Context: an optimization exercise on an open-source flow, tuned for small area. The choices shown serve that exercise and are no tape-out recipe. Only simulation tests tie the RTL to the original design; equivalence was not proved. The flow treats the clock pin as an ideal source. Dropping or thinning the clock tree relies on that and would not hold on a real chip. Power is estimated from default activity; no workload was simulated.

`flow/flow/run.sh`:
```
#!/bin/bash
# Own layout flow: the standard flow, with these changes to how the
# layout is made:
#  1. after the standard synthesis, the gates between the registers are
#     replaced by a hand-mapped netlist of the same design (flow/
#     hand_netlist.v, made by gen/gen_netlist.py); the registers keep the
#     names and cell types the standard synthesis gave them. If the
#     registers do not match, ABC re-maps the standard netlist for area
#     instead (flow/reopt.tcl);
#  2. the port buffers are the smallest buffer cell (buf_1);
#  3. the clock tree is one level of CLK_NBUF buffers driven by the clock
#     port (flow/post_cts.tcl).
# Each tool's output goes to a log file of its own in the work folder.
set -euo pipefail
WORK=$(pwd)
RES=$WORK/orfs/results/$FLOW_PLATFORM/jtag_spi_bridge/base
LIB=$FLOW_HOME/platforms/$FLOW_PLATFORM/lib/sky130_fd_sc_hd__tt_025C_1v80.lib

# 1. standard synthesis
bash standard.sh synth > "$WORK/log_1_synth_standard.log" 2>&1
cp "$RES/1_2_yosys.v" "$WORK/synth_standard.v"

# 2. the hand-mapped netlist, with the standard synthesis's register names
if python3 "$WORK/flow/place_ffs.py" "$WORK/flow/hand_netlist.v" "$WORK/synth_standard.v" \
     "$WORK/synth_new.v" > "$WORK/log_2_netlist.log" 2>&1; then
  echo "hand-mapped netlist" >> "$WORK/log_2_netlist.log"
else
  REOPT_LIB=$LIB REOPT_IN=$WORK/synth_standard.v REOPT_TOP=$FLOW_TOP \
  REOPT_STAT=$WORK/reopt_stat.txt REOPT_OUT=$WORK/synth_new.v \
    yosys -c "$WORK/flow/reopt.tcl" > "$WORK/log_2_reopt.log" 2>&1
fi
sleep 1
cp "$WORK/synth_new.v" "$RES/1_2_yosys.v"
touch "$RES/1_2_yosys.v"
rm -f "$RES/1_synth.odb" "$RES/1_synth.sdc"
bash standard.sh synth > "$WORK/log_3_synth_odb.log" 2>&1

# 3. the rest of the standard flow
export BUFFER_PORTS_ARGS="-buffer_cell sky130_fd_sc_hd__buf_1"
export POST_CTS_TCL="$WORK/flow/post_cts.tcl"
export FLOW_CLOCK_PORT=tck
export CLK_NBUF=3
export CLK_BUF=sky130_fd_sc_hd__clkbuf_4
export CTS_ARGS="-sink_clustering_enable -repair_clock_nets -dont_use_dummy_load -sink_clustering_size 30 -sink_clustering_max_diameter 200 -buf_list sky130_fd_sc_hd__clkbuf_8"
bash standard.sh > "$WORK/log_4_layout.log" 2>&1
test -f "$WORK/out/final.def"
```
`flow/config.mk`:
```
export PLATFORM = sky130hd
export DESIGN_NAME = jtag_spi_bridge
export DESIGN_NICKNAME = jtag_spi_bridge
export VERILOG_FILES = /design/flow/design.v
export SDC_FILE = /design/flow/constraint.sdc
export NUM_CORES = 4
export LEC_CHECK = 0
export CAP_MARGIN = 20
export CORE_AREA = 2 2 62 62
export CTS_BUF_LIST = sky130_fd_sc_hd__clkbuf_8
export CTS_CLUSTER_DIAMETER = 200
export CTS_CLUSTER_SIZE = 30
export DIE_AREA = 0 0 64 64
export PLACE_DENSITY = 0.9
export SLEW_MARGIN = 20
```
`flow/flow/reopt.tcl`:
```
# Re-map the combinational logic of the standard synthesis netlist for area.
# Registers and tie cells are kept as they are (same instances, names and
# cell types); only the gates between them are re-mapped by ABC.
yosys -import
set LIB $::env(REOPT_LIB)
read_liberty -ignore_miss_func $LIB
read_verilog $::env(REOPT_IN)
hierarchy -top $::env(REOPT_TOP)
setattr -mod -set keep_hierarchy 1 sky130_fd_sc_hd__df* sky130_fd_sc_hd__edf* sky130_fd_sc_hd__sdf* sky130_fd_sc_hd__sed* sky130_fd_sc_hd__dl* sky130_fd_sc_hd__conb*
flatten
opt_clean -purge
techmap
opt -purge
abc -liberty $LIB -dont_use sky130_fd_sc_hd__lpflow_* -dont_use sky130_fd_sc_hd__probe* -script "+strash;dch,-f;map,-a;strash;dch,-f;map,-a;topo"
opt_clean -purge
splitnets
opt_clean -purge
tee -o $::env(REOPT_STAT) stat -liberty $LIB
select $::env(REOPT_TOP)
# drop the cell library's modules, keep only the design
foreach m [tee -q -s result.string select -list-mod sky130_fd_sc_hd__*] { }
write_verilog -noattr -noexpr -nohex -nodec -selected $::env(REOPT_OUT)
```
`flow/flow/hand_netlist.v`:
```
// Generated by gen/gen_netlist.py: hand-mapped netlist of rtl/jtag_spi_bridge.v
module jtag_spi_bridge(tck, tdi, p_shift, p_ce, p_rstn, p_rti1, tdo, miso, cs_n, mosi, spi_oe, wp_n, hold_n);
  input tck;
  input tdi;
  input p_shift;
  input p_ce;
  input p_rstn;
  input p_rti1;
  output tdo;
  input miso;
  output cs_n;
  output mosi;
  output spi_oe;
  output wp_n;
  output hold_n;
  wire S1;
  wire S2;
  wire X;
  wire b10;
  wire b12;
  wire b14;
  wire b2;
  wire b4;
  wire b6;
  wire b8;
  wire gsh;
  wire mode;
  wire mode_d;
  wire nX;
  wire nb0;
  wire nb1;
  wire nb11;
  wire nb13;
  wire nb15;
  wire nb3;
  wire nb5;
  wire nb7;
  wire nb9;
  wire ncap;
  wire ns1;
  wire ns2;
  wire nt10;
  wire nt12;
  wire nt14;
  wire nt2;
  wire nt4;
  wire nt6;
  wire nt8;
  wire nz10;
  wire nz12;
  wire nz14;
  wire nz16;
  wire nz2;
  wire nz4;
  wire nz6;
  wire nz8;
  wire q_d0;
  wire q_d1;
  wire q_d10;
  wire q_d11;
  wire q_d12;
  wire q_d13;
  wire q_d14;
  wire q_d15;
  wire q_d2;
  wire q_d3;
  wire q_d4;
  wire q_d5;
  wire q_d6;
  wire q_d7;
  wire q_d8;
  wire q_d9;
  wire sel_d;
  wire t1;
  wire t11;
  wire t13;
  wire t15;
  wire t3;
  wire t5;
  wire t7;
  wire t9;
  wire tck_n;
  wire z11;
  wire z13;
  wire z15;
  wire z3;
  wire z5;
  wire z7;
  wire z9;
  sky130_fd_sc_hd__dfxtp_1 {FF:selected} (.CLK(tck), .D(sel_d), .Q(spi_oe));
  sky130_fd_sc_hd__dfxtp_1 {FF:mode} (.CLK(tck), .D(mode_d), .Q(mode));
  sky130_fd_sc_hd__dfxtp_1 {FF:q[0]} (.CLK(tck), .D(q_d0), .Q(nb0));
  sky130_fd_sc_hd__dfxtp_1 {FF:q[1]} (.CLK(tck), .D(q_d1), .Q(nb1));
  sky130_fd_sc_hd__dfxtp_1 {FF:q[2]} (.CLK(tck), .D(q_d2), .Q(b2));
  sky130_fd_sc_hd__dfxtp_1 {FF:q[3]} (.CLK(tck), .D(q_d3), .Q(nb3));
  sky130_fd_sc_hd__dfxtp_1 {FF:q[4]} (.CLK(tck), .D(q_d4), .Q(b4));
  sky130_fd_sc_hd__dfxtp_1 {FF:q[5]} (.CLK(tck), .D(q_d5), .Q(nb5));
  sky130_fd_sc_hd__dfxtp_1 {FF:q[6]} (.CLK(tck), .D(q_d6), .Q(b6));
  sky130_fd_sc_hd__dfxtp_1 {FF:q[7]} (.CLK(tck), .D(q_d7), .Q(nb7));
  sky130_fd_sc_hd__dfxtp_1 {FF:q[8]} (.CLK(tck), .D(q_d8), .Q(b8));
  sky130_fd_sc_hd__dfxtp_1 {FF:q[9]} (.CLK(tck), .D(q_d9), .Q(nb9));
  sky130_fd_sc_hd__dfxtp_1 {FF:q[10]} (.CLK(tck), .D(q_d10), .Q(b10));
  sky130_fd_sc_hd__dfxtp_1 {FF:q[11]} (.CLK(tck), .D(q_d11), .Q(nb11));
  sky130_fd_sc_hd__dfxtp_1 {FF:q[12]} (.CLK(tck), .D(q_d12), .Q(b12));
  sky130_fd_sc_hd__dfxtp_1 {FF:q[13]} (.CLK(tck), .D(q_d13), .Q(nb13));
  sky130_fd_sc_hd__dfxtp_1 {FF:q[14]} (.CLK(tck), .D(q_d14), .Q(b14));
  sky130_fd_sc_hd__dfxtp_1 {FF:q[15]} (.CLK(tck), .D(q_d15), .Q(nb15));
  sky130_fd_sc_hd__dfxtp_1 {FF:csn_q} (.CLK(tck), .D(nX), .Q(cs_n));
  sky130_fd_sc_hd__dfxtp_1 {FF:mosi_q} (.CLK(tck), .D(tdi), .Q(mosi));
  sky130_fd_sc_hd__clkinv_1 g_tckn (.A(tck), .Y(tck_n));
  sky130_fd_sc_hd__dfxtp_1 {FF:tdo_q} (.CLK(tck_n), .D(miso), .Q(tdo));
  sky130_fd_sc_hd__conb_1 g_tie (.HI(hold_n));
  sky130_fd_sc_hd__o21a_1 g_sel (.A1(spi_oe), .A2(p_rti1), .B1(p_rstn), .X(sel_d));
  sky130_fd_sc_hd__nand3b_1 g_ncap (.A_N(p_shift), .B(spi_oe), .C(p_ce), .Y(ncap));
  sky130_fd_sc_hd__nand2_1 g_z2 (.A(nb0), .B(nb1), .Y(nz2));
  sky130_fd_sc_hd__nor2_1 g_z3 (.A(nz2), .B(b2), .Y(z3));
  sky130_fd_sc_hd__nand2_1 g_z4 (.A(z3), .B(nb3), .Y(nz4));
  sky130_fd_sc_hd__nor2_1 g_z5 (.A(nz4), .B(b4), .Y(z5));
  sky130_fd_sc_hd__nand2_1 g_z6 (.A(z5), .B(nb5), .Y(nz6));
  sky130_fd_sc_hd__nor2_1 g_z7 (.A(nz6), .B(b6), .Y(z7));
  sky130_fd_sc_hd__nand2_1 g_z8 (.A(z7), .B(nb7), .Y(nz8));
  sky130_fd_sc_hd__nor2_1 g_z9 (.A(nz8), .B(b8), .Y(z9));
  sky130_fd_sc_hd__nand2_1 g_z10 (.A(z9), .B(nb9), .Y(nz10));
  sky130_fd_sc_hd__nor2_1 g_z11 (.A(nz10), .B(b10), .Y(z11));
  sky130_fd_sc_hd__nand2_1 g_z12 (.A(z11), .B(nb11), .Y(nz12));
  sky130_fd_sc_hd__nor2_1 g_z13 (.A(nz12), .B(b12), .Y(z13));
  sky130_fd_sc_hd__nand2_1 g_z14 (.A(z13), .B(nb13), .Y(nz14));
  sky130_fd_sc_hd__nor2_1 g_z15 (.A(nz14), .B(b14), .Y(z15));
  sky130_fd_sc_hd__nand2_1 g_z16 (.A(z15), .B(nb15), .Y(nz16));
  sky130_fd_sc_hd__nand2_1 g_nx (.A(mode), .B(nz16), .Y(nX));
  sky130_fd_sc_hd__inv_1 g_x (.A(nX), .Y(X));
  sky130_fd_sc_hd__nand2_1 g_ns1 (.A(ncap), .B(nX), .Y(ns1));
  sky130_fd_sc_hd__nand2_1 g_ns2 (.A(ncap), .B(X), .Y(ns2));
  sky130_fd_sc_hd__inv_1 g_s1 (.A(ns1), .Y(S1));
  sky130_fd_sc_hd__inv_1 g_s2 (.A(ns2), .Y(S2));
  sky130_fd_sc_hd__or2_0 g_mode (.A(X), .B(b14), .X(mode_d));
  sky130_fd_sc_hd__a21o_1 g_g (.A1(spi_oe), .A2(p_shift), .B1(nz16), .X(gsh));
  sky130_fd_sc_hd__a32oi_1 g_d0 (.A1(S1), .A2(tdi), .A3(gsh), .B1(S2), .B2(nb0), .Y(q_d0));
  sky130_fd_sc_hd__xnor2_1 g_t1 (.A(nb1), .B(nb0), .Y(t1));
  sky130_fd_sc_hd__a2bb2oi_1 g_d1 (.A1_N(nb0), .A2_N(ns1), .B1(S2), .B2(t1), .Y(q_d1));
  sky130_fd_sc_hd__xor2_1 g_t2 (.A(b2), .B(nz2), .X(nt2));
  sky130_fd_sc_hd__o22ai_1 g_d2 (.A1(ns1), .A2(nb1), .B1(ns2), .B2(nt2), .Y(q_d2));
  sky130_fd_sc_hd__xnor2_1 g_t3 (.A(nb3), .B(z3), .Y(t3));
  sky130_fd_sc_hd__a22oi_1 g_d3 (.A1(S1), .A2(b2), .B1(S2), .B2(t3), .Y(q_d3));
  sky130_fd_sc_hd__xor2_1 g_t4 (.A(b4), .B(nz4), .X(nt4));
  sky130_fd_sc_hd__o22ai_1 g_d4 (.A1(ns1), .A2(nb3), .B1(ns2), .B2(nt4), .Y(q_d4));
  sky130_fd_sc_hd__xnor2_1 g_t5 (.A(nb5), .B(z5), .Y(t5));
  sky130_fd_sc_hd__a22oi_1 g_d5 (.A1(S1), .A2(b4), .B1(S2), .B2(t5), .Y(q_d5));
  sky130_fd_sc_hd__xor2_1 g_t6 (.A(b6), .B(nz6), .X(nt6));
  sky130_fd_sc_hd__o22ai_1 g_d6 (.A1(ns1), .A2(nb5), .B1(ns2), .B2(nt6), .Y(q_d6));
  sky130_fd_sc_hd__xnor2_1 g_t7 (.A(nb7), .B(z7), .Y(t7));
  sky130_fd_sc_hd__a22oi_1 g_d7 (.A1(S1), .A2(b6), .B1(S2), .B2(t7), .Y(q_d7));
  sky130_fd_sc_hd__xor2_1 g_t8 (.A(b8), .B(nz8), .X(nt8));
  sky130_fd_sc_hd__o22ai_1 g_d8 (.A1(ns1), .A2(nb7), .B1(ns2), .B2(nt8), .Y(q_d8));
  sky130_fd_sc_hd__xnor2_1 g_t9 (.A(nb9), .B(z9), .Y(t9));
  sky130_fd_sc_hd__a22oi_1 g_d9 (.A1(S1), .A2(b8), .B1(S2), .B2(t9), .Y(q_d9));
  sky130_fd_sc_hd__xor2_1 g_t10 (.A(b10), .B(nz10), .X(nt10));
  sky130_fd_sc_hd__o22ai_1 g_d10 (.A1(ns1), .A2(nb9), .B1(ns2), .B2(nt10), .Y(q_d10));
  sky130_fd_sc_hd__xnor2_1 g_t11 (.A(nb11), .B(z11), .Y(t11));
  sky130_fd_sc_hd__a22oi_1 g_d11 (.A1(S1), .A2(b10), .B1(S2), .B2(t11), .Y(q_d11));
  sky130_fd_sc_hd__xor2_1 g_t12 (.A(b12), .B(nz12), .X(nt12));
  sky130_fd_sc_hd__o22ai_1 g_d12 (.A1(ns1), .A2(nb11), .B1(ns2), .B2(nt12), .Y(q_d12));
  sky130_fd_sc_hd__xnor2_1 g_t13 (.A(nb13), .B(z13), .Y(t13));
  sky130_fd_sc_hd__a22oi_1 g_d13 (.A1(S1), .A2(b12), .B1(S2), .B2(t13), .Y(q_d13));
  sky130_fd_sc_hd__xor2_1 g_t14 (.A(b14), .B(nz14), .X(nt14));
  sky130_fd_sc_hd__o22ai_1 g_d14 (.A1(ns1), .A2(nb13), .B1(ns2), .B2(nt14), .Y(q_d14));
  sky130_fd_sc_hd__nor2_1 g_t15 (.A(nb15), .B(z15), .Y(t15));
  sky130_fd_sc_hd__a22oi_1 g_d15 (.A1(S1), .A2(b14), .B1(S2), .B2(t15), .Y(q_d15));
  assign wp_n = hold_n;
endmodule
```
`flow/design.v`:
```
module jtag_spi_bridge (
    input  wire tck,
    input  wire tdi,
    input  wire p_shift,
    input  wire p_ce,
    input  wire p_rstn,
    input  wire p_rti1,
    output wire tdo,
    input  wire miso,
    output wire cs_n,
    output wire mosi,
    output wire spi_oe,      
    output wire wp_n,
    output wire hold_n
);
    localparam W = 16;    
    localparam [31:0]  PAT = 32'hAAAA_AAAB;
    localparam [W-1:0] INV = PAT[W-1:0];
    reg selected;
    always @(posedge tck)
        selected <= p_rstn & (selected | p_rti1);
    wire selected_capture = selected & p_ce & ~p_shift;
    wire selected_shift   = selected & p_shift;
    reg          mode;
    reg  [W-1:0] q;                   
    wire [W-1:0] bits = q ^ INV;      
    reg          mosi_q;
    reg          csn_q;
    reg          tdo_q;
    wire nz   = |bits;
    wire xfer = mode & nz;
    wire sin  = tdi & (selected_shift | nz);
    reg [W-1:0] bits_next;
    always @(*) begin
        if (selected_capture)
            bits_next = {W{1'b0}};
        else if (xfer)
            bits_next = bits - 1'b1;
        else
            bits_next = {bits[W-2:0], sin};
    end
    always @(posedge tck) begin
        mode <= xfer | bits[W-2];
        q    <= bits_next ^ INV;
    end
    always @(posedge tck) begin
        mosi_q <= tdi;
        csn_q  <= ~xfer;
    end
    always @(negedge tck)
        tdo_q <= miso;
    assign spi_oe = selected;
    assign mosi   = mosi_q;
    assign cs_n   = csn_q;
    assign tdo    = tdo_q;
    assign wp_n   = 1'b1;
    assign hold_n = 1'b1;
endmodule
```
`flow/standard.sh`:
```
#!/bin/bash
# synth_recipe.tcl (not shown) runs the flow's synth.tcl, then flattens the netlist and writes it again
# the make line also repeats each setting of config.mk as NAME=value (left out here)
make -C /OpenROAD-flow-scripts/flow DESIGN_CONFIG=/design/flow/config.mk WORK_HOME=/design/flow/orfs CLKGATE_MAP_FILE= SYNTH_SCRIPT=/design/flow/synth_recipe.tcl "${@:-finish}"
```
`flow/constraint.sdc`:
```
create_clock -name core_clock -period 10.0 [get_ports {tck}]
set_input_delay 2.0000 -clock core_clock [delete_from_list [all_inputs] [get_ports {tck}]]
set_output_delay 2.0000 -clock core_clock [all_outputs]
set_load 0.01 [all_outputs]
```
`flow/flow/place_ffs.py`:
```
#!/usr/bin/env python3
"""place_ffs.py TEMPLATE STANDARD OUT: writes OUT, the hand-mapped netlist
TEMPLATE with each register placeholder {FF:<reg>} replaced by the instance
name the standard synthesis (netlist STANDARD) gave register <reg>. Fails
unless every register of STANDARD is matched exactly once, with the same cell
type as in TEMPLATE."""
import re, sys

tmpl, std, out = sys.argv[1:4]
t = open(tmpl).read()
s = open(std).read()

# registers of the standard synthesis: sequential cells (flip-flops, latches)
std_ff = {}
for m in re.finditer(r'^\s*(sky130_fd_sc_hd__(?:df|edf|sdf|dl)\w*)\s+(\\\S+|\w+)\s*\(', s, re.M):
    typ, name = m.group(1), m.group(2)
    base = name[1:] if name.startswith('\\') else name
    base = base.split('$')[0]
    if base in std_ff:
        sys.exit('register %s appears twice in the standard netlist' % base)
    std_ff[base] = (typ, name)

tmpl_ff = {}
for m in re.finditer(r'^\s*(sky130_fd_sc_hd__\w+)\s+\{FF:([^}]*)\}', t, re.M):
    tmpl_ff[m.group(2)] = m.group(1)

if set(std_ff) != set(tmpl_ff):
    sys.exit('register sets differ: standard %s, template %s' % (sorted(std_ff), sorted(tmpl_ff)))
for reg, typ in tmpl_ff.items():
    if std_ff[reg][0] != typ:
        sys.exit('register %s: standard cell %s, template %s' % (reg, std_ff[reg][0], typ))

t = re.sub(r'\{FF:([^}]*)\}', lambda m: std_ff[m.group(1)][1] + ' ', t)
open(out, 'w').write(t)
print('placed %d registers' % len(std_ff))
```
`flow/flow/post_cts.tcl`:
```
# After clock tree synthesis. A design this small needs no clock tree of
# several levels: every clock load (register clock pins and the clock
# inverter of the falling-edge register) is driven by one of CLK_NBUF
# buffers of type CLK_BUF, all driven directly by the clock port, with the
# loads split between them by position. Every register's clock then passes
# through exactly one buffer of the same type with about the same load.
set block [ord::get_db_block]
set db [ord::get_db]
set port_net [$block findNet $::env(FLOW_CLOCK_PORT)]
set nbuf $::env(CLK_NBUF)
set master [$db findMaster $::env(CLK_BUF)]

# collect the clock buffers CTS made and the loads they drive
set bufs {}
set frontier [list $port_net]
set loads {}
while { [llength $frontier] > 0 } {
  set net [lindex $frontier 0]
  set frontier [lrange $frontier 1 end]
  foreach it [$net getITerms] {
    if { ![$it isInputSignal] } { continue }
    set inst [$it getInst]
    if { [string match "*clkbuf*" [[$inst getMaster] getName]] } {
      lappend bufs $inst
      lappend frontier [[$inst findITerm X] getNet]
    } else {
      lappend loads $it
    }
  }
}
# remove them
foreach b $bufs {
  set out [[$b findITerm X] getNet]
  foreach it [$b getITerms] { if { [$it getNet] ne "NULL" } { $it disconnect } }
  odb::dbInst_destroy $b
  if { $out ne $port_net } { odb::dbNet_destroy $out }
}
foreach it $loads { if { [$it getNet] ne "NULL" } { $it disconnect } }

# order the loads by position (x, then y) and split them into nbuf groups
set keyed {}
foreach it $loads {
  set bb [[$it getInst] getBBox]
  lappend keyed [list [expr { ([$bb xMin] + [$bb xMax]) / 2 }] [expr { ([$bb yMin] + [$bb yMax]) / 2 }] $it]
}
set keyed [lsort -integer -index 0 $keyed]
set n [llength $keyed]
for { set g 0 } { $g < $nbuf } { incr g } {
  set lo [expr { ($g * $n) / $nbuf }]
  set hi [expr { (($g + 1) * $n) / $nbuf - 1 }]
  set buf [odb::dbInst_create $block $master "clkbuf_root_$g"]
  set net [odb::dbNet_create $block "clknet_root_$g"]
  $net setSigType CLOCK
  [$buf findITerm A] connect $port_net
  [$buf findITerm X] connect $net
  set sx 0; set sy 0
  foreach k [lrange $keyed $lo $hi] {
    [lindex $k 2] connect $net
    set sx [expr { $sx + [lindex $k 0] }]
    set sy [expr { $sy + [lindex $k 1] }]
  }
  set cnt [expr { $hi - $lo + 1 }]
  $buf setLocation [expr { $sx / $cnt }] [expr { $sy / $cnt }]
  $buf setPlacementStatus PLACED
  $buf setSourceType TIMING
}
global_connect
puts "post_cts: replaced [llength $bufs] clock buffers by $nbuf $::env(CLK_BUF) for $n loads"
detailed_placement
check_placement -verbose
estimate_parasitics -placement
report_clock_skew
```
==> results_dict.tcl, run 1 <==
set metrics [dict create \
    antenna_found_initial 0 \
    p_clk_frac 0.142 \
    worstPathRequired_ns 8.00 \
    post_dp_cell_area_um2 875 \
    rsz0062_at_grt "false" \
    antenna_left 0 \
    portBuffers 10 \
    power.share.sequential 0.516 \
    critical_path_class "flip-flop to primary output" \
    max_stage_delay_ns 0.29 \
    seqCellArea_um2 420 \
    drc 0 \
    first_pass_iters 4 \
    reg2reg_slack_ns 6.65 \
    core_area_um2 3390 \
    io_pins 13 \
    die_h_um 64 \
    post_drt_wl_per_cell_um 9.79 \
    grt_max_degree 10 \
    grt-ovfl-total 0 \
    p_per_area_nw_per_um2 293 \
    synth_area_um2 776 \
    grt_pass1_vias 561 \
    placed_cells_incl_taps 136 \
    netlist_instances 79 \
    multi_input_area_um2 344 \
    drtIter0Drc 15 \
    worstHoldStart "mode$_DFF_P_" \
    grt_pass1_wl_um 2390 \
    via_count 563 \
    net-switching-power_w 0.0000919 \
    crit_fanout 1 \
    fin_skew_ns 0.0133 \
    cp_cell_sequence "buf_1" \
    dp_hpwl_um 986 \
    report.final.slew_viol_count 0 \
    leakage_nw 0.333 \
    min_to "csn_q$_DFF_P_" \
    cts_tree "built" \
    dieArea_um2 4100 \
    viasPerCell 4.05 \
    final_cells 139 \
    synth_area_per_cell_um2 9.82 \
    fillers 356 \
    initial_utilization 0.229 \
    ys.warnings.count 1 \
    drive_gt1_frac 0.0323 \
    p_int_w 0.000171 \
    pwr-share-comb 0.342 \
    fin_setup_tns_ns 0 \
    path_buf_inv 1 \
    setup_viol 0 \
    vdd_drop_max_uv 97.2 \
    cp_slowest_cell "dfxtp_1" \
    r2r_end "q[5]$_DFF_P_" \
    cpLargestDelayFamily "flip-flops" \
    maxCapViolCount 0 \
    gp_congestion 0.713 \
    rows 21 \
    holdPathStages 1 \
    hp-class "flip-flop to flip-flop" \
    power_w 0.000263 \
    timing.rr.start "q[0]$_DFF_P_" \
    switching_share 0.349 \
    nets 102 \
    cp-start-kind "flip-flop" \
    end_kind "primary output" \
    dieWidth_um 64 \
    status "complete, no violations" \
    clk_pin_slew_ns 0.09 \
    finish.instance_area_um2 897 \
    timing.hold.ws_ns 0.420 \
    clock-sinks 21 \
    syn_to_final_growth_pct 15.6 \
    crit_arrival_ns 5.63 \
    wl_um 1360 \
    hold_viol_final 0 \
    reg2reg_depth 20 \
    track_usage 0.0764 \
    antenna_cells 0 \
    clock_latency_ns 0.15 \
]
cell type report:
cell class	instances	share of cell area
clock inverter	1	0.00418
multi-input combinational	55	0.384
sequential	21	0.469
timing repair buffer	10	0.0418
tap	46	0.0642
inverter	3	0.0126
registers in the layout (all words and copies together) (netlist names):
register	count
tdo_q	1
q	16
selected	1
csn_q	1
mosi_q	1
mode	1
placed cells by master (no fill, tap or decap), drive strengths merged:
| cell type | instances |
|---|---|
| xnor2 | 7 |
| clkinv | 1 |
| xor2 | 7 |
| conb | 2 |
| a21o | 1 |
| nor2 | 8 |
| buf | 10 |
| inv | 3 |
| nand2 | 11 |
| nand3b | 1 |
| clkbuf | 3 |
| o22ai | 7 |
| a2bb2oi | 1 |
| a32oi | 1 |
| a22oi | 7 |
| or2 | 1 |
| o21a | 1 |
| dfxtp | 21 |
power groups by stage:
stage	registers [W]	clock network, W	logic [W]
global placement	0.000137	0.00000136	0.0000851
finish	0.000136	0.0000374	0.0000900
detailed placement	0.000138	0.00000136	0.0000896
global route	0.000140	0.0000419	0.000103
floorplan	0.000135	0.00000136	0.0000725
metal layers:
| layer | share of wire | track usage |
|---|---|---|
| met2 | 0.49 | 0.125 |
| met5 | 0 | 0 |
| met1 | 0.43 | 0.0825 |
| met4 | 0.019 | 0.0326 |
| met3 | 0.055 | 0.0387 |
worst max path at each step:
stage	start	to	slack, ns	cells past startpoint
floorplan	tdo_q$_DFF_N_	tdo	2.67	0
global placement	tdo_q$_DFF_N_	tdo	2.57	1
detailed placement	tdo_q$_DFF_N_	tdo	2.57	1
global route	tdo_q$_DFF_N_	tdo	2.33	1
finish	tdo_q$_DFF_N_	tdo	2.37	1
through the flow:
step                utilization  setup WS (ns)
floorplan                     -           2.67
global route              0.265           2.33
global placement          0.258           2.57
detailed placement        0.258           2.57
finish                    0.265           2.37
==> inputs of run 2 (changes only) <==
--- a/flow/flow/run.sh
+++ b/flow/flow/run.sh
@@ -39,8 +39,8 @@
 export BUFFER_PORTS_ARGS="-buffer_cell sky130_fd_sc_hd__buf_1"
 export POST_CTS_TCL="$WORK/flow/post_cts.tcl"
 export FLOW_CLOCK_PORT=tck
-export CLK_NBUF=3
-export CLK_BUF=sky130_fd_sc_hd__clkbuf_4
+export CLK_NBUF=1
+export CLK_BUF=sky130_fd_sc_hd__clkbuf_16
 export CTS_ARGS="-sink_clustering_enable -repair_clock_nets -dont_use_dummy_load -sink_clustering_size 30 -sink_clustering_max_diameter 200 -buf_list sky130_fd_sc_hd__clkbuf_8"
 bash standard.sh > "$WORK/log_4_layout.log" 2>&1
 test -f "$WORK/out/final.def"
==> results_dict.tcl, run 2 <==
set metrics [dict create \
    status "complete, no violations" \
    p_int_w 0.000175 \
    gp_congestion 0.713 \
    max_stage_delay_ns 0.29 \
    synth_area_per_cell_um2 9.82 \
    cp-start-kind "flip-flop" \
    die_h_um 64 \
    dieWidth_um 64 \
    synth_area_um2 776 \
    clk_pin_slew_ns 0.09 \
    first_pass_iters 4 \
    clock-sinks 21 \
    post_drt_wl_per_cell_um 9.69 \
    io_pins 13 \
    post_dp_cell_area_um2 875 \
    antenna_cells 0 \
    cp_cell_sequence "buf_1" \
    p_clk_frac 0.155 \
    antenna_left 0 \
    netlist_instances 79 \
    leakage_nw 0.332 \
    grt_pass1_vias 537 \
    hp-class "flip-flop to flip-flop" \
    fin_skew_ns 0.00298 \
    cp_slowest_cell "dfxtp_1" \
    crit_arrival_ns 5.63 \
    viasPerCell 4.07 \
    report.final.slew_viol_count 0 \
    track_usage 0.0708 \
    wl_um 1330 \
    via_count 557 \
    power.share.sequential 0.508 \
    maxCapViolCount 0 \
    drc 0 \
    fin_setup_tns_ns 0 \
    ys.warnings.count 1 \
    critical_path_class "flip-flop to primary output" \
    cpLargestDelayFamily "flip-flops" \
    nets 100 \
    drive_gt1_frac 0.0110 \
    setup_viol 0 \
    dieArea_um2 4100 \
    dp_hpwl_um 986 \
    p_per_area_nw_per_um2 297 \
    finish.instance_area_um2 900 \
    path_buf_inv 1 \
    net-switching-power_w 0.0000922 \
    clock_latency_ns 0.15 \
    crit_fanout 1 \
    grt_max_degree 22 \
    core_area_um2 3390 \
    worstPathRequired_ns 8.00 \
    grt_pass1_wl_um 2330 \
    pwr-share-comb 0.337 \
    vdd_drop_max_uv 86.7 \
    hold_viol_final 0 \
    rows 21 \
    pre_cts_slack_ns 2.57 \
    end_kind "primary output" \
    portBuffers 10 \
    finalWorstSetupSlack_ns 2.37 \
    largest-register "q" \
    drtIter0Drc 13 \
    antenna_found_initial 0 \
    initial_utilization 0.229 \
    final_common_cell "dfxtp_1" \
    largest_reg_flops 16 \
    rsz0062_at_grt "false" \
    syn_to_final_growth_pct 16.0 \
    switching_share 0.345 \
    grt-ovfl-total 0 \
    mostFrequentLayoutCells "dfxtp_1, nand2_1, buf_1" \
]
[run 2: layer usage]
metal,track usage,share of wire,routed length (um),vias up
met5,0,0,0,-
met1,0.0858,0.45,596,255
li1,-,-,-,294
met2,0.121,0.50,662,6
met3,0.0229,0.041,55,2
met4,0.0163,0.0098,13,0
[run 2: path summary, 6_finish.rpt]
| check | startpoint | to | slack, ns | cells past startpoint |
|---|---|---|---|---|
| setup / recovery | tdo_q$_DFF_N_ | tdo | 2.37 | 1 |
| hold reg to reg | mode$_DFF_P_ | csn_q$_DFF_P_ | 0.42 | 1 |
| hold / removal | mode$_DFF_P_ | csn_q$_DFF_P_ | 0.42 | 1 |
| setup reg to reg | q[0]$_DFF_P_ | q[5]$_DFF_P_ | 6.65 | 20 |
[run 2: stage by stage]
stage,hold WS [ns],cells,utilization,total power [W]
6_report,0.423,137,0.265,0.000268
5_1_grt,0.475,137,0.265,0.000289
3_5_place_dp,0.405,136,0.258,0.000229
3_3_place_gp,0.402,136,0.258,0.000223
2_1_floorplan,0.383,80,-,0.000209
[run 2: power by group through the flow]
stage | logic [W] | clock network, W | registers (W)
final | 0.0000902 | 0.0000414 | 0.000136
after floorplan | 0.0000725 | 0.00000136 | 0.000135
after detailed placement | 0.0000896 | 0.00000136 | 0.000138
after global placement | 0.0000851 | 0.00000136 | 0.000137
after global routing | 0.000103 | 0.0000457 | 0.000140
[run 2: cell type report]
class | instances | area (um2)
Multi-Input combinational cell | 55 | 344
Clock inverter | 1 | 3.75
Timing Repair Buffer | 10 | 37.5
Inverter | 3 | 11.3
Tap cell | 46 | 57.6
Fill cell | 356 | 2490
Sequential cell | 21 | 420
==> inputs of run 3 (changes only) <==
--- a/flow/design.v
+++ b/flow/design.v
@@ -21,14 +21,13 @@
         selected <= p_rstn & (selected | p_rti1);
     wire selected_capture = selected & p_ce & ~p_shift;
     wire selected_shift   = selected & p_shift;
-    reg          mode;
     reg  [W-1:0] q;                   
     wire [W-1:0] bits = q ^ INV;      
     reg          mosi_q;
     reg          csn_q;
     reg          tdo_q;
     wire nz   = |bits;
-    wire xfer = mode & nz;
+    wire xfer = nz & (~csn_q | bits[W-1]);    
     wire sin  = tdi & (selected_shift | nz);
     reg [W-1:0] bits_next;
     always @(*) begin
@@ -39,10 +38,8 @@
         else
             bits_next = {bits[W-2:0], sin};
     end
-    always @(posedge tck) begin
-        mode <= xfer | bits[W-2];
-        q    <= bits_next ^ INV;
-    end
+    always @(posedge tck)
+        q <= bits_next ^ INV;
     always @(posedge tck) begin
         mosi_q <= tdi;
         csn_q  <= ~xfer;
--- a/flow/flow/run.sh
+++ b/flow/flow/run.sh
@@ -39,8 +39,8 @@
 export BUFFER_PORTS_ARGS="-buffer_cell sky130_fd_sc_hd__buf_1"
 export POST_CTS_TCL="$WORK/flow/post_cts.tcl"
 export FLOW_CLOCK_PORT=tck
-export CLK_NBUF=1
-export CLK_BUF=sky130_fd_sc_hd__clkbuf_16
+export CLK_NBUF=3
+export CLK_BUF=sky130_fd_sc_hd__clkbuf_4
 export CTS_ARGS="-sink_clustering_enable -repair_clock_nets -dont_use_dummy_load -sink_clustering_size 30 -sink_clustering_max_diameter 200 -buf_list sky130_fd_sc_hd__clkbuf_8"
 bash standard.sh > "$WORK/log_4_layout.log" 2>&1
 test -f "$WORK/out/final.def"
--- a/flow/flow/hand_netlist.v
+++ b/flow/flow/hand_netlist.v
@@ -24,8 +24,6 @@
   wire b6;
   wire b8;
   wire gsh;
-  wire mode;
-  wire mode_d;
   wire nX;
   wire nb0;
   wire nb1;
@@ -49,7 +47,6 @@
   wire nz10;
   wire nz12;
   wire nz14;
-  wire nz16;
   wire nz2;
   wire nz4;
   wire nz6;
@@ -88,7 +85,6 @@
   wire z7;
   wire z9;
   sky130_fd_sc_hd__dfxtp_1 {FF:selected} (.CLK(tck), .D(sel_d), .Q(spi_oe));
-  sky130_fd_sc_hd__dfxtp_1 {FF:mode} (.CLK(tck), .D(mode_d), .Q(mode));
   sky130_fd_sc_hd__dfxtp_1 {FF:q[0]} (.CLK(tck), .D(q_d0), .Q(nb0));
   sky130_fd_sc_hd__dfxtp_1 {FF:q[1]} (.CLK(tck), .D(q_d1), .Q(nb1));
   sky130_fd_sc_hd__dfxtp_1 {FF:q[2]} (.CLK(tck), .D(q_d2), .Q(b2));
@@ -126,15 +122,13 @@
   sky130_fd_sc_hd__nor2_1 g_z13 (.A(nz12), .B(b12), .Y(z13));
   sky130_fd_sc_hd__nand2_1 g_z14 (.A(z13), .B(nb13), .Y(nz14));
   sky130_fd_sc_hd__nor2_1 g_z15 (.A(nz14), .B(b14), .Y(z15));
-  sky130_fd_sc_hd__nand2_1 g_z16 (.A(z15), .B(nb15), .Y(nz16));
-  sky130_fd_sc_hd__nand2_1 g_nx (.A(mode), .B(nz16), .Y(nX));
-  sky130_fd_sc_hd__inv_1 g_x (.A(nX), .Y(X));
+  sky130_fd_sc_hd__o21ai_1 g_x (.A1(z15), .A2(cs_n), .B1(nb15), .Y(X));
+  sky130_fd_sc_hd__inv_1 g_nx (.A(X), .Y(nX));
   sky130_fd_sc_hd__nand2_1 g_ns1 (.A(ncap), .B(nX), .Y(ns1));
   sky130_fd_sc_hd__nand2_1 g_ns2 (.A(ncap), .B(X), .Y(ns2));
   sky130_fd_sc_hd__inv_1 g_s1 (.A(ns1), .Y(S1));
   sky130_fd_sc_hd__inv_1 g_s2 (.A(ns2), .Y(S2));
-  sky130_fd_sc_hd__or2_0 g_mode (.A(X), .B(b14), .X(mode_d));
-  sky130_fd_sc_hd__a21o_1 g_g (.A1(spi_oe), .A2(p_shift), .B1(nz16), .X(gsh));
+  sky130_fd_sc_hd__a211o_1 g_g (.A1(spi_oe), .A2(p_shift), .B1(nz14), .C1(b14), .X(gsh));
   sky130_fd_sc_hd__a32oi_1 g_d0 (.A1(S1), .A2(tdi), .A3(gsh), .B1(S2), .B2(nb0), .Y(q_d0));
   sky130_fd_sc_hd__xnor2_1 g_t1 (.A(nb1), .B(nb0), .Y(t1));
   sky130_fd_sc_hd__a2bb2oi_1 g_d1 (.A1_N(nb0), .A2_N(ns1), .B1(S2), .B2(t1), .Y(q_d1));
==> results_dict.tcl, run 3 <==
set metrics [dict create \
    status "complete, no violations" \
    grt_max_degree 10 \
    core_area_um2 3390 \
    crit_arrival_ns 5.62 \
    cts_tree "built" \
    setup_viol 0 \
    hp-class "flip-flop to flip-flop" \
    antenna_left 0 \
    ys.warnings.count 1 \
    largest-register "q" \
    cpLargestDelayFamily "flip-flops" \
    cp_slowest_cell "dfxtp_1" \
    portBuffers 10 \
    synth_area_um2 748 \
    fillers 359 \
    die_h_um 64 \
    reg2reg_depth 19 \
    clock-sinks 20 \
    final_common_cell "dfxtp_1" \
    io_pins 13 \
    clk_pin_slew_ns 0.08 \
    fin_setup_tns_ns 0 \
    wl_um 1260 \
    clock_latency_ns 0.14 \
    critical_path_class "flip-flop to primary output" \
    first_pass_iters 4 \
    antenna_found_initial 0 \
    max_stage_delay_ns 0.30 \
    cp_cell_sequence "buf_1" \
    leakage_nw 0.322 \
    gp_congestion 0.734 \
    vdd_drop_max_uv 86.6 \
    viasPerCell 4.10 \
    holdPathStages 1 \
    grt-ovfl-total 0 \
    rsz0062_at_grt "false" \
    path_buf_inv 1 \
    dieArea_um2 4100 \
    nets 99 \
    worstPathRequired_ns 8.00 \
    end_kind "primary output" \
    power_w 0.000264 \
    largest_reg_flops 16 \
    cp-start-kind "flip-flop" \
    syn_to_final_growth_pct 16.2 \
    dp_hpwl_um 912 \
    p_per_area_nw_per_um2 303 \
    grt_pass1_wl_um 2180 \
    antenna_cells 0 \
    via_count 557 \
    synth_area_per_cell_um2 9.84 \
    mostFrequentLayoutCells "dfxtp_1, buf_1, nand2_1" \
    initial_utilization 0.221 \
    maxCapViolCount 0 \
    track_usage 0.0693 \
    drc 0 \
    drive_gt1_frac 0.0333 \
    fin_skew_ns 0.00734 \
    rows 21 \
    drtIter0Drc 7 \
    hold_viol_final 0 \
    netlist_instances 76 \
    grt_pass1_vias 508 \
    crit_fanout 1 \
    dieWidth_um 64 \
    post_drt_wl_per_cell_um 9.23 \
    report.final.slew_viol_count 0 \
    cp_num_cells 1 \
]
==> run 3: per-layer routing <==
| metal | wire (um) | share of wire | track usage | vias to the layer above |
|---|---|---|---|---|
| li1 | - | - | - | 293 |
| met1 | 536 | 0.43 | 0.0717 | 254 |
| met2 | 635 | 0.51 | 0.118 | 7 |
| met3 | 56 | 0.045 | 0.0317 | 3 |
| met4 | 27 | 0.022 | 0.0326 | 0 |
| met5 | 0 | 0 | 0 | - |
==> run 3: final timing paths <==
kind	end	from	slack, ns
worst max-delay path	tdo	tdo_q$_DFF_N_	2.38
worst min-delay path	q[6]$_SDFF_PP0_	q[5]$_DFF_P_	0.48
worst max register to register	q[3]$_DFF_P_	q[0]$_DFF_P_	6.69
worst min register to register	q[6]$_SDFF_PP0_	q[5]$_DFF_P_	0.48
==> run 3: per-stage QoR <==
step	cells	worst slack, ns	hold WS, ns	util	cell area (um2)
after global routing	136	2.32	0.522	0.257	870
after detailed placement	133	2.55	0.478	0.250	847
after floorplan	77	2.67	0.459	-	752
final	136	2.38	0.479	0.257	870
after global placement	133	2.55	0.470	0.250	847
==> run 3: where the power goes <==
group          internal (W)  switching [W]   total, W  leakage [nW]
logic             0.0000445      0.0000531  0.0000976         0.140
registers          0.000109      0.0000220   0.000131         0.167
clock network     0.0000149      0.0000203  0.0000352        0.0154
==> run 3: worst reg2reg max path, delay by kind of cell, from the launching register on <==
family,cells,cell delay [ns]
flops,1,0.38
simple gates,15,2.19
buf+inv,2,0.34
compound gates,2,0.25
==> run 3: cell type report <==
| cell class | instances | area, um2 | area share |
|---|---|---|---|
| sequential | 20 | 400 | 0.460 |
| timing repair buffer | 10 | 37.5 | 0.0432 |
| clock inverter | 1 | 3.75 | 0.00432 |
| multi-input combinational | 53 | 337 | 0.387 |
| inverter | 3 | 11.3 | 0.0129 |
| tap | 46 | 57.6 | 0.0662 |
==> inputs of run 4 (changes only) <==
--- a/flow/flow/run.sh
+++ b/flow/flow/run.sh
@@ -39,8 +39,8 @@
 export BUFFER_PORTS_ARGS="-buffer_cell sky130_fd_sc_hd__buf_1"
 export POST_CTS_TCL="$WORK/flow/post_cts.tcl"
 export FLOW_CLOCK_PORT=tck
-export CLK_NBUF=3
-export CLK_BUF=sky130_fd_sc_hd__clkbuf_4
+export CLK_NBUF=1
+export CLK_BUF=sky130_fd_sc_hd__clkbuf_16
 export CTS_ARGS="-sink_clustering_enable -repair_clock_nets -dont_use_dummy_load -sink_clustering_size 30 -sink_clustering_max_diameter 200 -buf_list sky130_fd_sc_hd__clkbuf_8"
 bash standard.sh > "$WORK/log_4_layout.log" 2>&1
 test -f "$WORK/out/final.def"
==> results_dict.tcl, run 4 <==
set metrics [dict create \
    rows 21 \
    setup_viol 0 \
    report.final.slew_viol_count 0 \
    core_area_um2 3390 \
    dp_hpwl_um 912 \
    mostFrequentLayoutCells "dfxtp_1, buf_1, nand2_1" \
    antenna_left 0 \
    io_pins 13 \
    crit_arrival_ns 5.64 \
    switching_share 0.357 \
    first_pass_iters 4 \
    critical_path_class "flip-flop to primary output" \
    p_per_area_nw_per_um2 307 \
    grt_pass1_vias 507 \
    fin_skew_ns 0.00249 \
    rsz0062_at_grt "false" \
    path_buf_inv 1 \
    pwr-share-comb 0.366 \
    largest_reg_flops 16 \
    clk_pin_slew_ns 0.08 \
    ys.warnings.count 1 \
    end_kind "primary output" \
    netlist_instances 76 \
    fin_setup_tns_ns 0 \
    antenna_cells 0 \
    net-switching-power_w 0.0000956 \
    post_dp_cell_area_um2 847 \
    viasPerCell 4.05 \
    fillers 359 \
    track_usage 0.0675 \
    cpLargestDelayFamily "flip-flops" \
    nets 97 \
    max_stage_delay_ns 0.30 \
    power.share.sequential 0.490 \
    drc 0 \
    clock-sinks 20 \
    post_drt_wl_per_cell_um 9.45 \
    drtIter0Drc 6 \
    dieWidth_um 64 \
    status "complete, no violations" \
    hp-class "flip-flop to flip-flop" \
    clock_latency_ns 0.14 \
    antenna_found_initial 0 \
    largest-register "q" \
    finish.instance_area_um2 872 \
    grt_pass1_wl_um 2230 \
    synth_area_um2 748 \
    maxCapViolCount 0 \
    via_count 543 \
    gp_congestion 0.734 \
    grt-ovfl-total 0 \
    cp_slowest_cell "dfxtp_1" \
    worstPathRequired_ns 8.00 \
    cp-start-kind "flip-flop" \
    p_clk_frac 0.144 \
    drive_gt1_frac 0.0114 \
    leakage_nw 0.320 \
    syn_to_final_growth_pct 16.6 \
    crit_fanout 1 \
    initial_utilization 0.221 \
    die_h_um 64 \
    wl_um 1270 \
    final_common_cell "dfxtp_1" \
    dieArea_um2 4100 \
    hold_viol_final 0 \
    portBuffers 10 \
    cp_cell_sequence "buf_1" \
    synth_area_per_cell_um2 9.84 \
    vdd_drop_max_uv 74.3 \
    grt_max_degree 21 \
    p_int_w 0.000172 \
]
run 4: stage by stage:
step	hold slack [ns]	cells	utilization	total power [W]	setup WS, ns
2_1_floorplan	0.459	77	-	0.000209	2.67
3_3_place_gp	0.470	133	0.250	0.000226	2.55
3_5_place_dp	0.478	133	0.250	0.000230	2.55
5_1_grt	0.525	134	0.257	0.000291	2.31
6_report	0.491	134	0.257	0.000268	2.36
run 4: worst paths after layout:
| kind | slack (ns) | endpoint | cells after the start | startpoint |
|---|---|---|---|---|
| max reg2reg | 6.66 | q[3]$_DFF_P_ | 19 | q[0]$_DFF_P_ |
| max | 2.36 | tdo | 1 | tdo_q$_DFF_N_ |
| min reg2reg | 0.49 | q[6]$_SDFF_PP0_ | 1 | q[5]$_DFF_P_ |
| min | 0.49 | q[6]$_SDFF_PP0_ | 1 | q[5]$_DFF_P_ |
run 4: power groups by stage:
stage               clock network (W)   logic, W  registers, W
floorplan                  0.00000136  0.0000777      0.000130
global placement           0.00000136  0.0000934      0.000131
detailed placement         0.00000136  0.0000961      0.000133
global route                0.0000459   0.000109      0.000136
finish                      0.0000386  0.0000980      0.000131
run 4: cell type report:
| class | count | area (um2) | area share |
|---|---|---|---|
| clock inverter | 1 | 3.75 | 0.00430 |
| sequential | 20 | 400 | 0.459 |
| inverter | 3 | 11.3 | 0.0129 |
| tap | 46 | 57.6 | 0.0660 |
| multi-input combinational | 53 | 337 | 0.386 |
| timing repair buffer | 10 | 37.5 | 0.0430 |
run 4: per-layer routing:
layer | vias to the layer above | share of wire | track usage
met5 | - | 0 | 0
met4 | 0 | 0.011 | 0.0245
met3 | 2 | 0.028 | 0.0158
met2 | 5 | 0.51 | 0.120
met1 | 249 | 0.45 | 0.0782
li1 | 287 | - | -
==> inputs of run 5 (changes only) <==
--- a/flow/flow/run.sh
+++ b/flow/flow/run.sh
@@ -40,7 +40,8 @@
 export POST_CTS_TCL="$WORK/flow/post_cts.tcl"
 export FLOW_CLOCK_PORT=tck
 export CLK_NBUF=1
-export CLK_BUF=sky130_fd_sc_hd__clkbuf_16
+export CLK_BUF=sky130_fd_sc_hd__clkinv_8
+export CLK_PRE_INV=sky130_fd_sc_hd__clkinv_2
 export CTS_ARGS="-sink_clustering_enable -repair_clock_nets -dont_use_dummy_load -sink_clustering_size 30 -sink_clustering_max_diameter 200 -buf_list sky130_fd_sc_hd__clkbuf_8"
 bash standard.sh > "$WORK/log_4_layout.log" 2>&1
 test -f "$WORK/out/final.def"
--- a/flow/flow/post_cts.tcl
+++ b/flow/flow/post_cts.tcl
@@ -48,11 +48,24 @@
 for { set g 0 } { $g < $nbuf } { incr g } {
   set lo [expr { ($g * $n) / $nbuf }]
   set hi [expr { (($g + 1) * $n) / $nbuf - 1 }]
-  set buf [odb::dbInst_create $block $master "clkbuf_root_$g"]
   set net [odb::dbNet_create $block "clknet_root_$g"]
   $net setSigType CLOCK
-  [$buf findITerm A] connect $port_net
-  [$buf findITerm X] connect $net
+  if { [info exists ::env(CLK_PRE_INV)] } {
+    # the buffer is a pair of inverters: a small one at the port, then the
+    # driver of the loads
+    set pre [odb::dbInst_create $block [$db findMaster $::env(CLK_PRE_INV)] "clkinv_pre_$g"]
+    set mid [odb::dbNet_create $block "clknet_pre_$g"]
+    $mid setSigType CLOCK
+    [$pre findITerm A] connect $port_net
+    [$pre findITerm Y] connect $mid
+    set buf [odb::dbInst_create $block $master "clkinv_root_$g"]
+    [$buf findITerm A] connect $mid
+    [$buf findITerm Y] connect $net
+  } else {
+    set buf [odb::dbInst_create $block $master "clkbuf_root_$g"]
+    [$buf findITerm A] connect $port_net
+    [$buf findITerm X] connect $net
+  }
   set sx 0; set sy 0
   foreach k [lrange $keyed $lo $hi] {
     [lindex $k 2] connect $net
@@ -60,9 +73,11 @@
     set sy [expr { $sy + [lindex $k 1] }]
   }
   set cnt [expr { $hi - $lo + 1 }]
-  $buf setLocation [expr { $sx / $cnt }] [expr { $sy / $cnt }]
-  $buf setPlacementStatus PLACED
-  $buf setSourceType TIMING
+  foreach b [concat $buf [expr { [info exists pre] ? $pre : {} }]] {
+    $b setLocation [expr { $sx / $cnt }] [expr { $sy / $cnt }]
+    $b setPlacementStatus PLACED
+    $b setSourceType TIMING
+  }
 }
 global_connect
 puts "post_cts: replaced [llength $bufs] clock buffers by $nbuf $::env(CLK_BUF) for $n loads"
==> results_dict.tcl, run 5 <==
set metrics [dict create \
    worstPathRequired_ns 8.00 \
    post_dp_cell_area_um2 847 \
    final_common_cell "dfxtp_1" \
    largest_reg_flops 16 \
    clk_pin_slew_ns 0.08 \
    grt-ovfl-total 0 \
    antenna_found_initial 0 \
    finalWorstSetupSlack_ns 2.35 \
    grt_max_degree 21 \
    synth_area_per_cell_um2 9.84 \
    clock_latency_ns 0.17 \
    maxCapViolCount 0 \
    antenna_cells 0 \
    grt_pass1_vias 500 \
    reg2reg_depth 19 \
    timing.rr.start "q[0]$_DFF_P_" \
    fin_setup_tns_ns 0 \
    cp_slowest_cell "dfxtp_1" \
    track_usage 0.0645 \
    grt.busiest_layer "met2" \
    cts_tree "built" \
    reg2reg_slack_ns 6.67 \
    fin_skew_ns 0.00234 \
    pre_cts_slack_ns 2.55 \
    viasPerCell 4.08 \
    portBuffers 10 \
    min_to "q[6]$_SDFF_PP0_" \
    cp_cell_sequence "buf_1" \
    rows 21 \
    cpLargestDelayFamily "flip-flops" \
    hp-class "flip-flop to flip-flop" \
    nets 98 \
    dp_hpwl_um 912 \
    critical_path_class "flip-flop to primary output" \
    report.final.slew_viol_count 0 \
    crit_fanout 1 \
    netlist_instances 76 \
    initial_utilization 0.221 \
    syn_to_final_growth_pct 16.1 \
    leakage_nw 0.319 \
    grt_use_met2 0.112 \
    vdd_drop_max_uv 97.5 \
    status "complete, no violations" \
    crit_arrival_ns 5.65 \
    synth_area_um2 748 \
    ys.warnings.count 1 \
    grt_util_met3 0.0158 \
    first_pass_iters 4 \
    p_per_area_nw_per_um2 302 \
    finish.instance_area_um2 868 \
    dieWidth_um 64 \
    cp-start-kind "flip-flop" \
    largest-register "q" \
    antenna_left 0 \
    max_stage_delay_ns 0.30 \
    wl_um 1240 \
    use_met1 0.0771 \
    gp_congestion 0.734 \
    die_h_um 64 \
    post_drt_wl_per_cell_um 9.17 \
    hold_viol_final 0 \
    drtIter0Drc 11 \
    setup_viol 0 \
    clock-sinks 20 \
    via_count 551 \
    dieArea_um2 4100 \
    grt_pass1_wl_um 2150 \
    drc 0 \
    path_buf_inv 1 \
    power_w 0.000263 \
    drive_gt1_frac 0.0225 \
    io_pins 13 \
    worstHoldStart "q[5]$_DFF_P_" \
    end_kind "primary output" \
    r2r_end "q[3]$_DFF_P_" \
    mostFrequentLayoutCells "dfxtp_1, buf_1, nand2_1" \
    core_area_um2 3390 \
    rsz0062_at_grt "false" \
    holdPathStages 1 \
]
run 5: cell count changes in the layout (fill, tap and decap cells not counted), sizes merged:
cell / previous run / this run
clkinv: 1 / 3
clkbuf: 1 / 0
run 5: cell type report:
type | count | area (um2)
multi-input cells | 53 | 337
fillers | 359 | 2520
clock inverters | 3 | 25.0
well taps | 46 | 57.6
flip-flops and latches | 20 | 400
inverters | 3 | 11.3
repair buffers | 10 | 37.5
run 5: how the worst max path moves through the flow:
stage	start	end	slack [ns]	cells past startpoint
final	tdo_q$_DFF_N_	tdo	2.35	1
after global routing	tdo_q$_DFF_N_	tdo	2.28	1
after detailed placement	tdo_q$_DFF_N_	tdo	2.55	1
after global placement	tdo_q$_DFF_N_	tdo	2.55	1
after floorplan	tdo_q$_DFF_N_	tdo	2.67	0
run 5: routing by layer:
| layer | share of wire | vias to the layer above | routed length, um |
|---|---|---|---|
| met2 | 0.52 | 5 | 647 |
| met4 | 0.0065 | 0 | 8 |
| li1 | - | 291 | - |
| met3 | 0.028 | 2 | 35 |
| met1 | 0.44 | 253 | 546 |
| met5 | 0 | - | 0 |
run 5: stage by stage:
step,utilization,hold WS [ns],cells
floorplan,-,0.459,77
global placement,0.250,0.470,133
detailed placement,0.250,0.478,133
global route,0.256,0.524,135
finish,0.256,0.491,135
run 5: worst register-to-register path, stage by stage, from the launching register on:
cell and delay (ns):
dfxtp_1 0.38, nand2_1 0.10, nor2_1 0.17, nand2_1 0.10, nor2_1 0.17, nand2_1 0.11, nor2_1 0.18, nand2_1 0.11
nor2_1 0.17, nand2_1 0.10, nor2_1 0.19, nand2_1 0.12, nor2_1 0.19, nand2_1 0.13, nor2_1 0.17, o21ai_1 0.10
inv_1 0.07, nand2_1 0.20, inv_1 0.27, a22oi_1 0.15
run 5: where the power goes:
group	total (W)	switching (W)	internal [W]	leakage, nW
clock	0.0000340	0.0000280	0.00000601	0.0124
combinational	0.0000977	0.0000532	0.0000445	0.140
sequential	0.000131	0.0000219	0.000109	0.167
total	0.000263	0.000103	0.000159	0.319
==> inputs of run 6 (changes only) <==
--- a/flow/flow/run.sh
+++ b/flow/flow/run.sh
@@ -40,8 +40,8 @@
 export POST_CTS_TCL="$WORK/flow/post_cts.tcl"
 export FLOW_CLOCK_PORT=tck
 export CLK_NBUF=1
-export CLK_BUF=sky130_fd_sc_hd__clkinv_8
-export CLK_PRE_INV=sky130_fd_sc_hd__clkinv_2
+export CLK_BUF=sky130_fd_sc_hd__inv_6
+export CLK_PRE_INV=sky130_fd_sc_hd__inv_1
 export CTS_ARGS="-sink_clustering_enable -repair_clock_nets -dont_use_dummy_load -sink_clustering_size 30 -sink_clustering_max_diameter 200 -buf_list sky130_fd_sc_hd__clkbuf_8"
 bash standard.sh > "$WORK/log_4_layout.log" 2>&1
 test -f "$WORK/out/final.def"
==> results_dict.tcl, run 6 <==
set metrics [dict create \
    status "complete, no violations" \
    fin_setup_tns_ns 0 \
    clock_latency_ns 0.18 \
    dieArea_um2 4100 \
    grt-ovfl-total 0 \
    vdd_drop_max_uv 72.8 \
    via_count 553 \
    crit_fanout 1 \
    finish.instance_area_um2 860 \
    path_buf_inv 1 \
    reg2reg_depth 19 \
    clock-sinks 20 \
    antenna_left 0 \
    largest_reg_flops 16 \
    report.final.slew_viol_count 0 \
    wl_um 1280 \
    grt_pass1_wl_um 2190 \
    portBuffers 10 \
    ys.warnings.count 1 \
    hold_viol_final 0 \
    largest-register "q" \
    io_pins 13 \
    gp_congestion 0.734 \
    synth_area_um2 748 \
    cp_slowest_cell "dfxtp_1" \
    crit_arrival_ns 5.67 \
    post_drt_wl_per_cell_um 9.44 \
    viasPerCell 4.10 \
    final_common_cell "dfxtp_1" \
    reg2reg_slack_ns 6.63 \
    rsz0062_at_grt "false" \
    rows 21 \
    drc 0 \
    initial_utilization 0.221 \
    worstPathRequired_ns 8.00 \
    clk_pin_slew_ns 0.12 \
    fillers 363 \
    worstHoldStart "q[5]$_DFF_P_" \
    core_area_um2 3390 \
    maxCapViolCount 0 \
    track_usage 0.0660 \
    r2r_end "q[3]$_DFF_P_" \
    synth_area_per_cell_um2 9.84 \
    mostFrequentLayoutCells "dfxtp_1, buf_1, nand2_1" \
    critical_path_class "flip-flop to primary output" \
    post_dp_cell_area_um2 847 \
    syn_to_final_growth_pct 14.9 \
    dp_hpwl_um 912 \
    setup_viol 0 \
    drive_gt1_frac 0.0112 \
    hp-class "flip-flop to flip-flop" \
    pre_cts_slack_ns 2.55 \
    fin_skew_ns 0.00172 \
    holdPathStages 1 \
    drtIter0Drc 7 \
    first_pass_iters 3 \
    cts_tree "built" \
    cp_cell_sequence "buf_1" \
    netlist_instances 76 \
    die_h_um 64 \
    finish.utilization 0.254 \
    timing.rr.start "q[0]$_DFF_P_" \
    grt_max_degree 21 \
    timing.hold.ws_ns 0.498 \
    min_to "q[6]$_SDFF_PP0_" \
    p_per_area_nw_per_um2 301 \
    antenna_cells 0 \
    max_stage_delay_ns 0.30 \
    cp-start-kind "flip-flop" \
    grt_pass1_vias 519 \
    leakage_nw 0.318 \
    finalWorstSetupSlack_ns 2.33 \
    cpLargestDelayFamily "flip-flops" \
    antenna_found_initial 0 \
    dieWidth_um 64 \
    nets 98 \
    end_kind "primary output" \
]
[run 6: how the worst max path moves through the flow]
stage / end / slack, ns / from / cells after the start
finish: tdo / 2.33 / tdo_q$_DFF_N_ / 1
floorplan: tdo / 2.67 / tdo_q$_DFF_N_ / 0
detailed placement: tdo / 2.55 / tdo_q$_DFF_N_ / 1
global placement: tdo / 2.55 / tdo_q$_DFF_N_ / 1
global route: tdo / 2.25 / tdo_q$_DFF_N_ / 1
[run 6: routing by layer]
metal  share of wire  track usage  up-vias
li1                -            -      287
met1            0.45       0.0727      259
met2            0.51        0.120        5
met3           0.027       0.0158        2
met4           0.013       0.0272        0
met5               0            0        -
[run 6: layout make-up]
type | instances | area, um2 | area share
clock inverter | 3 | 16.3 | 0.0189
timing repair buffer | 10 | 37.5 | 0.0437
multi-input combinational | 53 | 337 | 0.392
inverter | 3 | 11.3 | 0.0131
tap | 46 | 57.6 | 0.0670
sequential | 20 | 400 | 0.466
[run 6: through the flow]
step / power (W) / instances
final: 0.000259 / 135
after global routing: 0.000280 / 135
after detailed placement: 0.000230 / 133
after global placement: 0.000226 / 133
after floorplan: 0.000209 / 77
[run 6: power breakdown]
part	leakage [nW]	switching, W	internal (W)	total [W]
Combinational	0.140	0.0000542	0.0000445	0.0000987
Clock	0.0114	0.0000249	0.00000396	0.0000289
Sequential	0.167	0.0000222	0.000109	0.000131
Total	0.318	0.000101	0.000157	0.000259
==> inputs of run 7 (changes only) <==
--- a/flow/flow/run.sh
+++ b/flow/flow/run.sh
@@ -40,7 +40,7 @@
 export POST_CTS_TCL="$WORK/flow/post_cts.tcl"
 export FLOW_CLOCK_PORT=tck
 export CLK_NBUF=1
-export CLK_BUF=sky130_fd_sc_hd__inv_6
+export CLK_BUF=sky130_fd_sc_hd__inv_8
 export CLK_PRE_INV=sky130_fd_sc_hd__inv_1
 export CTS_ARGS="-sink_clustering_enable -repair_clock_nets -dont_use_dummy_load -sink_clustering_size 30 -sink_clustering_max_diameter 200 -buf_list sky130_fd_sc_hd__clkbuf_8"
 bash standard.sh > "$WORK/log_4_layout.log" 2>&1
==> results_dict.tcl, run 7 <==
set metrics [dict create \
    crit_fanout 1 \
    via_count 554 \
    post_drt_wl_per_cell_um 9.15 \
    p_int_w 0.000158 \
    fillers 361 \
    synth_area_per_cell_um2 9.84 \
    grt_max_degree 21 \
    dieArea_um2 4100 \
    hp-class "flip-flop to flip-flop" \
    netlist_instances 76 \
    r2r_end "q[3]$_DFF_P_" \
    timing.hold.ws_ns 0.495 \
    setup_viol 0 \
    grt-ovfl-total 0 \
    clk_pin_slew_ns 0.10 \
    leakage_nw 0.319 \
    worstPathRequired_ns 8.00 \
    power.share.sequential 0.503 \
    first_pass_iters 4 \
    ys.warnings.count 1 \
    drc 0 \
    max_stage_delay_ns 0.30 \
    crit_path_end "tdo" \
    maxCapViolCount 0 \
    rows 21 \
    grt_pass1_vias 500 \
    reg2reg_slack_ns 6.68 \
    reg2reg_depth 19 \
    p_per_area_nw_per_um2 302 \
    cp-start-kind "flip-flop" \
    cpLargestDelayFamily "flip-flops" \
    portBuffers 10 \
    antenna_left 0 \
    hold_viol_final 0 \
    report.final.slew_viol_count 0 \
    viasPerCell 4.10 \
    antenna_found_initial 0 \
    pwr-share-comb 0.375 \
    cp_num_cells 1 \
    post_dp_cell_area_um2 847 \
    vdd_drop_max_uv 96.4 \
    mostFrequentLayoutCells "dfxtp_1, buf_1, nand2_1" \
    cp_cell_sequence "buf_1" \
    gp_congestion 0.734 \
    wl_um 1240 \
    cp_slowest_cell "dfxtp_1" \
    end_kind "primary output" \
    drtIter0Drc 10 \
    syn_to_final_growth_pct 15.2 \
    placed_cells_incl_taps 133 \
    synth_area_um2 748 \
    switching_share 0.392 \
    final_cells 135 \
    net-switching-power_w 0.000102 \
    p_clk_frac 0.122 \
    crit_arrival_ns 5.70 \
    io_pins 13 \
    fin_skew_ns 0.00278 \
    clock-sinks 20 \
    die_h_um 64 \
    critPathLaunch "tdo_q$_DFF_N_" \
    antenna_cells 0 \
    cts_tree "built" \
    clock_latency_ns 0.19 \
    path_buf_inv 1 \
    critical_path_class "flip-flop to primary output" \
    initial_utilization 0.221 \
    finish.instance_area_um2 862 \
    worstHoldStart "q[5]$_DFF_P_" \
    rsz0062_at_grt "false" \
    drive_gt1_frac 0.0112 \
    dieWidth_um 64 \
    grt_pass1_wl_um 2150 \
    largest_reg_flops 16 \
    final_common_cell "dfxtp_1" \
    track_usage 0.0645 \
    dp_hpwl_um 912 \
    timing.rr.start "q[0]$_DFF_P_" \
    nets 98 \
    status "complete, no violations" \
    core_area_um2 3390 \
    fin_setup_tns_ns 0 \
    largest-register "q" \
]
-- run 7: through the flow --
| step | util | total power (W) | worst slack, ns |
|---|---|---|---|
| 3_5_place_dp | 0.250 | 0.000230 | 2.55 |
| 2_1_floorplan | - | 0.000209 | 2.67 |
| 6_report | 0.254 | 0.000260 | 2.30 |
| 5_1_grt | 0.254 | 0.000283 | 2.22 |
| 3_3_place_gp | 0.250 | 0.000226 | 2.55 |
-- run 7: layer usage --
metal | vias to the layer above | track usage | routed length (um)
met5 | - | 0 | 0
met4 | 0 | 0.0217 | 8
met2 | 5 | 0.112 | 649
met1 | 256 | 0.0771 | 541
met3 | 2 | 0.0158 | 35
li1 | 291 | - | -
-- run 7: worst min-delay path by stage --
| stage | slack (ns) | cells past startpoint | to |
|---|---|---|---|
| floorplan | 0.46 | 2 | csn_q$_DFF_P_ |
| global placement | 0.47 | 2 | csn_q$_DFF_P_ |
| detailed placement | 0.48 | 2 | csn_q$_DFF_P_ |
| global route | 0.53 | 1 | q[14]$_SDFF_PP0_ |
| finish | 0.49 | 1 | q[6]$_SDFF_PP0_ |
-- run 7: final cells by class --
cell class | count | area, um2 | share of cell area
clock inverter | 3 | 18.8 | 0.0218
inverter | 3 | 11.3 | 0.0131
multi-input combinational | 53 | 337 | 0.390
sequential | 20 | 400 | 0.464
tap | 46 | 57.6 | 0.0668
timing repair buffer | 10 | 37.5 | 0.0435
-- run 7: power by group through the flow --
stage,logic (W),registers [W],clock network [W]
final,0.0000976,0.000131,0.0000318
after global routing,0.000108,0.000136,0.0000391
after detailed placement,0.0000961,0.000133,0.00000136
after global placement,0.0000934,0.000131,0.00000136
after floorplan,0.0000777,0.000130,0.00000136
